Source: an optimization exercise on an open RTL-to-GDS flow (aim: small area, a short achievable clock period and few clock cycles). Production flows keep margins and buffers that such runs may drop.
Only simulation tests tie the RTL to the original design; equivalence was not proved.
No activity file was given, so power comes from the tool's default toggle rates.

// usb_uart_bridge
module usb_uart_bridge (
    input  wire        clk,
    input  wire        rst,
    input  wire        cmd_valid,
    input  wire [7:0]  cmd_data,
    output wire        cmd_ready,
    output reg         ev_valid,
    output reg  [3:0]  ev_code,
    output reg  [31:0] ev_data,
    input  wire        ev_ready
);
    localparam [3:0] EV_BRR      = 4'h0,
                     EV_SETCR    = 4'h1,
                     EV_CLRCR    = 4'h2,
                     EV_READDR   = 4'h3,
                     EV_WRITEDR  = 4'h4,
                     EV_NVIC     = 4'h5,
                     EV_REGOUT   = 4'h6,
                     EV_CFGEP    = 4'h7,
                     EV_USBREAD  = 4'h8,
                     EV_WDATA    = 4'h9,
                     EV_USBWRITE = 4'hA,
                     EV_CLEARNAK = 4'hB,
                     EV_RETURN   = 4'hC,
                     EV_RESULT   = 4'hD,
                     EV_LINEOUT  = 4'hE,
                     EV_HALT     = 4'hF;
    localparam [2:0] P_OP    = 3'd0,    
                     P_ARG   = 3'd1,    
                     P_LEN   = 3'd2,    
                     P_DATA  = 3'd3,    
                     P_MULTI = 3'd4,    
                     P_DRAIN = 3'd5;    
    localparam [3:0] M_INIT1 = 4'd0,    
                     M_INIT2 = 4'd1,    
  ...
make LEC_CHECK=0 ABC_CLOCK_PERIOD_IN_PS=3000 CAP_MARGIN=20 CORE_MARGIN=2 CORE_UTILIZATION=65 CTS_BUF_LIST='sky130_fd_sc_hd__clkbuf_4 sky130_fd_sc_hd__clkbuf_8' CTS_CLUSTER_DIAMETER=50 CTS_CLUSTER_SIZE=12 SETUP_SLACK_MARGIN=4.3 SLEW_MARGIN=20 finish   # period 7.0 ns
run.sh (not shown) runs the stock make flow with config.mk's settings and CLKGATE_MAP_FILE= SYNTH_SCRIPT=/design/flow/synth_recipe.tcl, a recipe that flattens the netlist after the stock synthesis.
The baseline finished with timing, DRC and antenna clean.
Testbench counts at the start, summed over its fixed seeds: cycles 36,968.
Change:
- ABC_CLOCK_PERIOD_IN_PS: 3000 -> 2800
After rerunning:
- The new run went through all stages and came out clean
- routed wire length stays the same
- count of clock-buffer cells in the layout is unchanged
- clock skew does not change
- global-route usage stays the same
- total power stays the same
- register-to-register slack barely changes
Change:
- CTS_CLUSTER_SIZE: 12 -> 15
- area after synthesis does not change
- first-iteration DRC count is higher by 1.0%
- sequential cell count stays the same
- combinational power is lower by about 4%
- die area does not change
- count of clock-buffer cells in the layout is lower by 47
- maximum frequency is higher by 0.35%
- via count hardly moves
- core utilization barely changes
- sequential share of layout area is about the same
- setup slack improved by 0.010 ns


Another version of the RTL of usb_uart_bridge (not shown whole).
Size: roughly 4,800 cells after synthesis, roughly 1,800 flip-flops, about 50 I/O pins.
Settings: LEC_CHECK=0, ABC_CLOCK_PERIOD_IN_PS=2800, CAP_MARGIN=20, CORE_MARGIN=2, CORE_UTILIZATION=65, CTS_BUF_LIST=sky130_fd_sc_hd__clkbuf_4 sky130_fd_sc_hd__clkbuf_8, CTS_CLUSTER_DIAMETER=50, CTS_CLUSTER_SIZE=12, SETUP_SLACK_MARGIN=4.3, SLEW_MARGIN=20; clock period 7.0 ns.
Testbench counts at the start, summed over its fixed seeds: cycles 36,968.
Change:
- ABC_CLOCK_PERIOD_IN_PS: 2800 -> 2600
- SETUP_SLACK_MARGIN: 4.3 -> 4.5
Result: The new run finished with timing, DRC and antenna clean; cell area rises slightly; clock-buffer cell count decreases by 13; global-route usage is higher by 0.52 points; die area does not change; synthesized cell count is unchanged.
Change:
- ABC_CLOCK_PERIOD_IN_PS: 2600 -> 3000
- SETUP_SLACK_MARGIN: 4.5 -> 4.0
Effect: Global-route usage is lower by 1.4 points; sequential share of layout area is higher by 2.0 points; die area stays the same.


usb_uart_bridge, a different RTL version from the one above (not shown whole).
Size in the first run: about 1,800 flip-flops, about 50 I/O pins.
clock: 7.0 ns
lec_check: 0
abc_clock_period_in_ps: 3000
cap_margin: 20
core_margin: 2
core_utilization: 70
cts_buf_list: sky130_fd_sc_hd__clkbuf_4 sky130_fd_sc_hd__clkbuf_8
cts_cluster_diameter: 50
cts_cluster_size: 14
setup_slack_margin: 4.0
slew_margin: 20
Testbench counts at the start, summed over its fixed seeds: cycles 36,968.
Then changed:
Settings changed: CORE_UTILIZATION 70 to 65, CTS_CLUSTER_SIZE 14 to 12.
The new run went through all stages and came out clean.
Via count fell slightly.
Worst hold slack gets better by 0.0036 ns.
Design area stays flat.
Routed wire length is higher by a few percent.
Global-route usage came out lower by 1.7 points.
Core utilization goes down by 5.1 points.
Clock skew barely changes.

-- port drivers added, routing unchanged --
Ports are ideal in the flow. The routed layouts listed here were re-timed in OpenROAD.
Step 1 (the two cells are an assumption about what drives the block):
set clk [get_ports {clk}]
set_driving_cell -lib_cell sky130_fd_sc_hd__clkbuf_16 $clk
set_driving_cell -lib_cell sky130_fd_sc_hd__buf_2 [delete_from_list [all_inputs] $clk]
Step 2 adds t to the input delays and takes it off the output delays; t is the mean of the earliest and latest rising clock arrival at the registers after step 1. Input paths then give back, and output paths get back, about the clock's delay inside the block.
Three values: no drivers, after step 1, after step 2; two values: the first two.
run | t, ns | setup WS [ns] | clock arrival spread, ns
the first run of note 1 | 0.973 | 4.149 / 4.072 / 3.359 | 0.064 / 0.064
the second run of note 1 | 0.973 | 4.149 / 4.072 / 3.359 | 0.064 / 0.064
the third run of note 1 | 0.954 | 4.159 / 4.087 / 3.354 | 0.054 / 0.054
the first run of note 2 | 0.950 | 4.087 / 4.087 / 3.204 | 0.065 / 0.064
the second run of note 2 | 0.975 | 4.087 / 4.054 / 3.371 | 0.068 / 0.068
the third run of note 2 | 0.954 | 3.933 / 3.933 / 3.116 | 0.041 / 0.041
the first run of note 3 | 0.946 | 3.785 / 3.785 / 3.014 | 0.046 / 0.046
the second run of note 3 | 0.966 | 3.853 / 3.853 / 3.036 | 0.047 / 0.048
After both steps every run listed still meets setup and hold. The setup slack of the first run of note 2, which loses most, moves by 0.000 ns with the drivers and by -0.883 ns with both steps.
